This is an optimization exercise on Yosys and OpenROAD, whose aim is small area, not a production implementation. Where RTL was checked, it was by simulation tests only, not by an equivalence proof against the original. The clock input has no modelled driver; a real chip could not lean on it and would need a root buffer or a full tree. Power is estimated from default activity; no workload was simulated.

==> module swo_core, before the edit <==
module swo_core #(
    parameter integer N = 52    
) (
    input  wire clock,
    input  wire rst,
    input  wire triggerIn,
    input  wire buttonIn,
    output wire swoOut,
    output wire ledRun,
    output wire ledMode
);
    localparam [15:0] PAYLOAD = 16'h4101;
    localparam [4:0] Q_STOP  = 5'd0;
    localparam [4:0] Q_IDLE  = 5'd12;
    localparam [4:0] Q_START = 5'd13;
    localparam [4:0] Q_WAIT  = 5'd14;
    localparam [4:0] Q_SBIT  = 5'd15;
    reg [6:0] cnt;        
    reg [3:0] hi13;       
    reg       trgP;
    reg [2:0] trgL;
    reg [2:0] hist;       
    reg       mode;       
    reg       pend;       
    reg [4:0] q;          
    reg       encEn;
    reg       clkDly;
    reg       outPrev;
    wire tbCC  = (hi13 == 4'd9) & (cnt[2:0] == 3'd3);
    wire tbClk = (hi13 > 4'd9) | ((hi13 == 4'd9) & cnt[2]);
    wire trigger = ~triggerIn & ~trgP & (trgL >= 3'd3) & (trgL <= 3'd5);
    wire trgSat  = ~trgP & (trgL == 3'd6);
    wire sample = (cnt == 7'h7f);
    reg [2:0] histNext;
    always @(*) begin
        case (hist)
            3'd0: histNext = (buttonIn == 1'b0) ? 3'd0 : 3'd1;
            3'd1: histNext = (buttonIn == 1'b0) ? 3'd0 : 3'd3;
            3'd3: histNext = (buttonIn == 1'b0) ? 3'd0 : 3'd6;
            3'd6: histNext = (buttonIn == 1'b0) ? 3'd0 : 3'd4;
            3'd4: histNext = (buttonIn == 1'b1) ? 3'd4 : 3'd5;
            3'd5: histNext = (buttonIn == 1'b1) ? 3'd4 : 3'd7;
            3'd7: histNext = (buttonIn == 1'b1) ? 3'd4 : 3'd2;
            3'd2: histNext = (buttonIn == 1'b1) ? 3'd4 : 3'd0;
            default: histNext = 3'd0;
        endcase
    end
    wire btnFallNext = sample & (hist == 3'd2) & ~buttonIn;
    wire qIdle  = ~q[4] & q[2] & ~q[1] & ~q[0];
    wire qStart = ~q[4] & q[2] & ~q[1] &  q[0];
    wire qSbit  = ~q[4] & q[2] &  q[1] &  q[0];
    wire qStop  = ~q[4] & ~q[2];
    wire qBit   = q[4];
    wire running = ~(~q[4] & q[2] & ~q[1]);
    wire dataBit = PAYLOAD[q[3:0]];
    reg encOut;
    always @(*) begin
        if (qSbit)     encOut = clkDly;
        else if (qBit) encOut = ~(dataBit ^ clkDly);
        else           encOut = 1'b0;
    end
    wire outRise = encOut & ~outPrev;
    wire advance = qIdle ? (trigger | mode) :
                   qStart ? 1'b1 : (encEn & tbCC);
    wire [4:0] qNext = qStop ? Q_IDLE : q + 5'd1;
    always @(posedge clock) begin
        outPrev <= encOut;
        if (encEn) clkDly <= tbClk;
        encEn <= qIdle | qStart | mode | trigger | (encEn & ~(outRise & qBit));
        if (rst) begin
            cnt      <= 7'd0;
            hi13     <= 4'd3;
            trgP     <= 1'b1;
            trgL     <= 3'd0;
            hist     <= 3'd0;
            mode     <= 1'b0;
            pend     <= 1'b0;
            q        <= Q_IDLE;
        end else begin
            cnt <= cnt + 7'd1;
            if (cnt[2:0] == 3'd7) hi13 <= (hi13 == 4'd15) ? 4'd3 : hi13 + 4'd1;
            if (triggerIn) begin
                if (!trgSat) trgL <= trgL + 3'd1;
                if (trgL == 3'd6) trgP <= 1'b0;
            end else begin
                trgP <= 1'b1;
                trgL <= 3'd0;
            end
            if (sample) hist <= histNext;
            if (pend & (~mode | qStop)) mode <= ~mode;
            pend <= (pend & mode & ~qStop) | btnFallNext;
            if (advance) q <= qNext;
        end
    end
    assign swoOut  = encOut;
    assign ledRun  = running & encEn;
    assign ledMode = mode;
endmodule
clock: 10.0 ns
lec_check: 0
cap_margin: 20
core_area: 2.3 2.72 60.72 59.84
die_area: 0 0 62.895 62.895
slew_margin: 20
standard.sh (not shown) runs the stock make flow with config.mk's settings and CLKGATE_MAP_FILE= SYNTH_SCRIPT=/design/flow/synth_recipe.tcl, a recipe that flattens the netlist after the stock synthesis.
==> flow/flow/run.sh <==
#!/bin/bash
# Own layout flow: the standard ORFS flow (standard.sh, unchanged steps)
# with these settings passed to make:
#  - synthesis maps with an area-oriented ABC script and without adder-cell
#    extraction; registers are the standard ones. Each script in flow/abc/
#    and 16 deepsyn-based scripts (seeds 1..16, written to abc_gen/) are
#    tried (synthesis only, in try_<name>/); the one giving the least cell
#    area is used for the layout;
#  - the port buffers are buf_1 cells;
#  - CTS builds its tree from clkbuf_8 cells without dummy loads;
# and after CTS, flow/unroot.tcl removes the root clock buffer, whose only
# loads are the two or three leaf clock buffers (the clock port then drives
# them directly).
# make's output goes to flow_make_*.log here (try_<name>.log for the trials,
# synth_trials.log for their areas); each ORFS tool writes its own log under
# orfs/logs/ (try_<name>/logs/ for the trials).
set -euo pipefail
W="$PWD"
COMMON=(ABC_AREA=1 ADDER_MAP_FILE= "BUFFER_PORTS_ARGS=-buffer_cell sky130_fd_sc_hd__buf_1"
  "CTS_ARGS=-dont_use_dummy_load -sink_clustering_enable -sink_clustering_size 40 -sink_clustering_max_diameter 200 -buf_list sky130_fd_sc_hd__clkbuf_8 -root_buf sky130_fd_sc_hd__clkbuf_8 -repair_clock_nets")
mkdir -p abc_gen
for s in $(seq 1 16); do
  printf '%s\n' strash '&get -n' "&deepsyn -J 100 -S $s -T 100" '&put' '&get -n' '&dch -f' \
    '&nf -R 1000 -p -F 8 -A 4 -C 32' '&put' topo > "abc_gen/J$s.script"
done
SCRIPTS=(flow/abc/*.script abc_gen/*.script)
for f in "${SCRIPTS[@]}"; do
  n=$(basename "$f" .script)
  cp -r "$FLOW_HOME/scripts" "scripts_$n"
  cp "$f" "scripts_$n/abc_area.script"
  sed "s#$W/orfs#$W/try_$n#g" standard.sh > "try_$n.sh"
  bash "try_$n.sh" SCRIPTS_DIR="$W/scripts_$n" "${COMMON[@]}" synth > "try_$n.log" 2>&1 &
done
wait
best=""; besta=""
for f in "${SCRIPTS[@]}"; do
  n=$(basename "$f" .script)
  a=$(grep -h "Chip area for module" "try_$n/reports/$FLOW_PLATFORM/swo_core/base/synth_stat.txt" 2>/dev/null | awk '{print $NF}' | tail -1 || true)
  echo "$n ${a:-failed}" >> synth_trials.log
  if [[ -n "$a" ]] && { [[ -z "$besta" ]] || awk "BEGIN{exit !($a < $besta)}"; }; then best=$n; besta=$a; fi
done
echo "chosen $best $besta" >> synth_trials.log
ARGS=(SCRIPTS_DIR="$W/scripts_$best" "${COMMON[@]}")
bash standard.sh "${ARGS[@]}" cts > flow_make_cts.log 2>&1
RESULTS="$W/orfs/results/$FLOW_PLATFORM/swo_core/base" openroad -no_init -exit flow/unroot.tcl > unroot.log 2>&1
bash standard.sh "${ARGS[@]}" finish > flow_make_finish.log 2>&1
Other scripts of this flow, unchanged in this note and not shown: flow/flow/abc/C.script, flow/flow/abc/P.script, flow/flow/abc/R.script, flow/flow/abc/R2.script, flow/flow/abc/S.script, flow/flow/abc/T.script, flow/flow/abc/U.script, flow/flow/abc/V.script, flow/flow/abc/W.script, flow/flow/unroot.tcl
The baseline finished clean.
==> next run, changes <==
--- a/flow/design.v
+++ b/flow/design.v
@@ -34,16 +34,16 @@
     reg [2:0] histNext;
     always @(*) begin
         case (hist)
             3'd0: histNext = (buttonIn == 1'b0) ? 3'd0 : 3'd1;
             3'd1: histNext = (buttonIn == 1'b0) ? 3'd0 : 3'd3;
-            3'd3: histNext = (buttonIn == 1'b0) ? 3'd0 : 3'd6;
-            3'd6: histNext = (buttonIn == 1'b0) ? 3'd0 : 3'd4;
-            3'd4: histNext = (buttonIn == 1'b1) ? 3'd4 : 3'd5;
-            3'd5: histNext = (buttonIn == 1'b1) ? 3'd4 : 3'd7;
-            3'd7: histNext = (buttonIn == 1'b1) ? 3'd4 : 3'd2;
-            3'd2: histNext = (buttonIn == 1'b1) ? 3'd4 : 3'd0;
+            3'd3: histNext = (buttonIn == 1'b0) ? 3'd0 : 3'd7;
+            3'd7: histNext = (buttonIn == 1'b0) ? 3'd0 : 3'd5;
+            3'd5: histNext = (buttonIn == 1'b1) ? 3'd5 : 3'd4;
+            3'd4: histNext = (buttonIn == 1'b1) ? 3'd5 : 3'd6;
+            3'd6: histNext = (buttonIn == 1'b1) ? 3'd5 : 3'd2;
+            3'd2: histNext = (buttonIn == 1'b1) ? 3'd5 : 3'd0;
             default: histNext = 3'd0;
         endcase
     end
     wire btnFallNext = sample & (hist == 3'd2) & ~buttonIn;
     wire qIdle  = ~q[4] & q[2] & ~q[1] & ~q[0];
=>
- The new run produced a clean layout
- clock-buffer cell count does not change
- cell area increases slightly
- fmax decreases slightly
- combinational power decreases by about a fifth
- setup slack degrades by 0.019 ns
- die area is unchanged
- power decreases slightly
- routed wire length decreases slightly
- synthesized cell count increases slightly
- hold slack degrades by 0.026 ns
- non-clock buffer count stays the same
- sequential power hardly moves
- utilization increases by 0.11 points


The RTL this note starts from:
==> flow/design.v <==
module swo_core #(
    parameter integer N = 52    
) (
    input  wire clock,
    input  wire rst,
    input  wire triggerIn,
    input  wire buttonIn,
    output wire swoOut,
    output wire ledRun,
    output wire ledMode
);
    localparam [15:0] PAYLOAD = 16'h4101;
    localparam [4:0] Q_STOP  = 5'd0;
    localparam [4:0] Q_IDLE  = 5'd12;
    localparam [4:0] Q_START = 5'd13;
    localparam [4:0] Q_WAIT  = 5'd14;
    localparam [4:0] Q_SBIT  = 5'd15;
    reg [6:0] dbc;        
    reg [5:0] tbs;        
    reg       tbClk;      
    reg [3:0] trgCount;   
    reg [2:0] hist;       
    reg       mode;       
    reg       pend;       
    reg [4:0] q;          
    reg       encEn;
    reg       clkDly;
    reg       outPrev;
    localparam [5:0] TB_INIT = 6'b000101;
    wire hbc  = (tbs[5:2] == 4'b0000);
    wire tbCC = hbc & ~tbClk;
    wire trigger = ~triggerIn & (trgCount >= 4'd11) & (trgCount <= 4'd13);
    wire dbz = (dbc[5:0] == 6'd0);
    wire sample = dbc[6] & dbz;
    reg [2:0] histNext;
    always @(*) begin
        casez ({hist, buttonIn})
            4'b0??0: histNext = 3'b000;
            4'b0001: histNext = 3'b001;
            4'b0011: histNext = 3'b010;
            4'b0101: histNext = 3'b011;
            4'b0111: histNext = 3'b111;
            4'b1??1: histNext = 3'b111;
            4'b1110: histNext = 3'b110;
            4'b1100: histNext = 3'b101;
            4'b1010: histNext = 3'b100;
            4'b1000: histNext = 3'b000;
            default: histNext = 3'b000;
        endcase
    end
    wire btnFallNext = sample & (hist == 3'b100) & ~buttonIn;
    wire qIdle  = (q == Q_IDLE);
    wire qStart = (q == Q_START);
    wire qSbit  = (q == Q_SBIT);
    wire qStop  = (q == Q_STOP);
    wire qBit   = q[4];
    wire running = ~(qIdle | qStart);
    wire dataBit = PAYLOAD[q[3:0]];
    reg encOut;
    always @(*) begin
        if (qSbit)     encOut = clkDly;
        else if (qBit) encOut = ~(dataBit ^ clkDly);
        else           encOut = 1'b0;
    end
    wire outRise = encOut & ~outPrev;
    wire advance = qIdle ? (trigger | mode) :
                   qStart ? 1'b1 : (encEn & tbCC);
    wire [4:0] qNext = (q == Q_STOP) ? Q_IDLE : q + 5'd1;
    always @(posedge clock) begin
        outPrev <= encOut;
        if (encEn) clkDly <= tbClk;
        encEn <= qIdle | qStart | mode | trigger | (encEn & ~(outRise & qBit));
        if (rst) begin
            dbc      <= 7'd0;
            tbs      <= TB_INIT;
            tbClk    <= 1'b0;
            trgCount <= 4'd0;
            hist     <= 3'b000;
            mode     <= 1'b0;
            pend     <= 1'b0;
            q        <= Q_IDLE;
        end else begin
            dbc <= {dbc[5:0], dbc[6] ^ dbc[5] ^ dbz};
            tbs <= hbc ? TB_INIT : {tbs[4:0], tbs[5] ^ tbs[4]};
            if (hbc) tbClk <= ~tbClk;
            if (triggerIn) trgCount <= trgCount + {3'd0, ~&trgCount};
            else           trgCount <= 4'd0;
            if (sample) hist <= histNext;
            if (pend & (~mode | qStop)) mode <= ~mode;
            pend <= (pend & mode & ~qStop) | btnFallNext;
            if (advance) q <= qNext;
        end
    end
    assign swoOut  = encOut;
    assign ledRun  = running & encEn;
    assign ledMode = mode;
endmodule
clock: 10.0 ns
lec_check: 0
cap_margin: 20
core_margin: 2
core_utilization: 40
slew_margin: 20
run.sh (not shown) runs the stock make flow with config.mk's settings and CLKGATE_MAP_FILE= SYNTH_SCRIPT=/design/flow/synth_recipe.tcl, a recipe that flattens the netlist after the stock synthesis.
Stock flow here: none of the scripts above is used.
Rerun with:
--- a/flow/design.v
+++ b/flow/design.v
@@ -49,12 +49,12 @@
         endcase
     end
     wire btnFallNext = sample & (hist == 3'b100) & ~buttonIn;
-    wire qIdle  = (q == Q_IDLE);
-    wire qStart = (q == Q_START);
-    wire qSbit  = (q == Q_SBIT);
-    wire qStop  = (q == Q_STOP);
+    wire qIdle  = ~q[4] & q[2] & ~q[1] & ~q[0];
+    wire qStart = ~q[4] & q[2] & ~q[1] &  q[0];
+    wire qSbit  = ~q[4] & q[2] &  q[1] &  q[0];
+    wire qStop  = ~q[4] & ~q[2];
     wire qBit   = q[4];
-    wire running = ~(qIdle | qStart);
+    wire running = ~(~q[4] & q[2] & ~q[1]);
     wire dataBit = PAYLOAD[q[3:0]];
     reg encOut;
     always @(*) begin
@@ -65,7 +65,7 @@
     wire outRise = encOut & ~outPrev;
     wire advance = qIdle ? (trigger | mode) :
                    qStart ? 1'b1 : (encEn & tbCC);
-    wire [4:0] qNext = (q == Q_STOP) ? Q_IDLE : q + 5'd1;
+    wire [4:0] qNext = qStop ? Q_IDLE : q + 5'd1;
     always @(posedge clock) begin
         outPrev <= encOut;
         if (encEn) clkDly <= tbClk;
Effect: Power drops by 8.5%; final area drops by 1.9%; combinational power drops by 73%; global-route usage climbs by 0.93 points; via count drops by 4.0%.
For the second run of this note, only the layout was checked, not whether the RTL still works.

## what the ideal ports hide
No port has a modelled driver above. Below, the same layouts with a new extraction and two added sets of constraints.
Step 1 (the two cells are an assumption about what drives the block):
set clk [get_ports {clock}]
set_driving_cell -lib_cell sky130_fd_sc_hd__clkbuf_16 $clk
set_driving_cell -lib_cell sky130_fd_sc_hd__buf_2 [delete_from_list [all_inputs] $clk]
Step 2 times the ports against the registers' clock, not the clock port: input delays grow and output delays shrink by t, the midpoint of the rising clock arrivals with the driver on.
Three values: ideal, step 1, step 2; two values: the first two.
run | shift t [ns] | setup WS [ns] | worst setup path at the end | clock arrival spread, ns | worst register clock-pin slew, ns
the first run of note 1 | 0.178 | 6.554 / 6.521 / 6.689 | input to register | 0.006 / 0.006 | 0.09 / 0.09
the second run of note 1 | 0.179 | 6.535 / 6.499 / 6.594 | input to register | 0.010 / 0.009 | 0.09 / 0.09
the first run of note 2 | 0.337 | 5.610 / 5.588 / 5.925 | register to output | 0.009 / 0.009 | 0.09 / 0.09
the second run of note 2 | 0.347 | 5.966 / 5.945 / 6.292 | register to output | 0.008 / 0.008 | 0.10 / 0.10
After both steps every run listed still meets setup and hold.
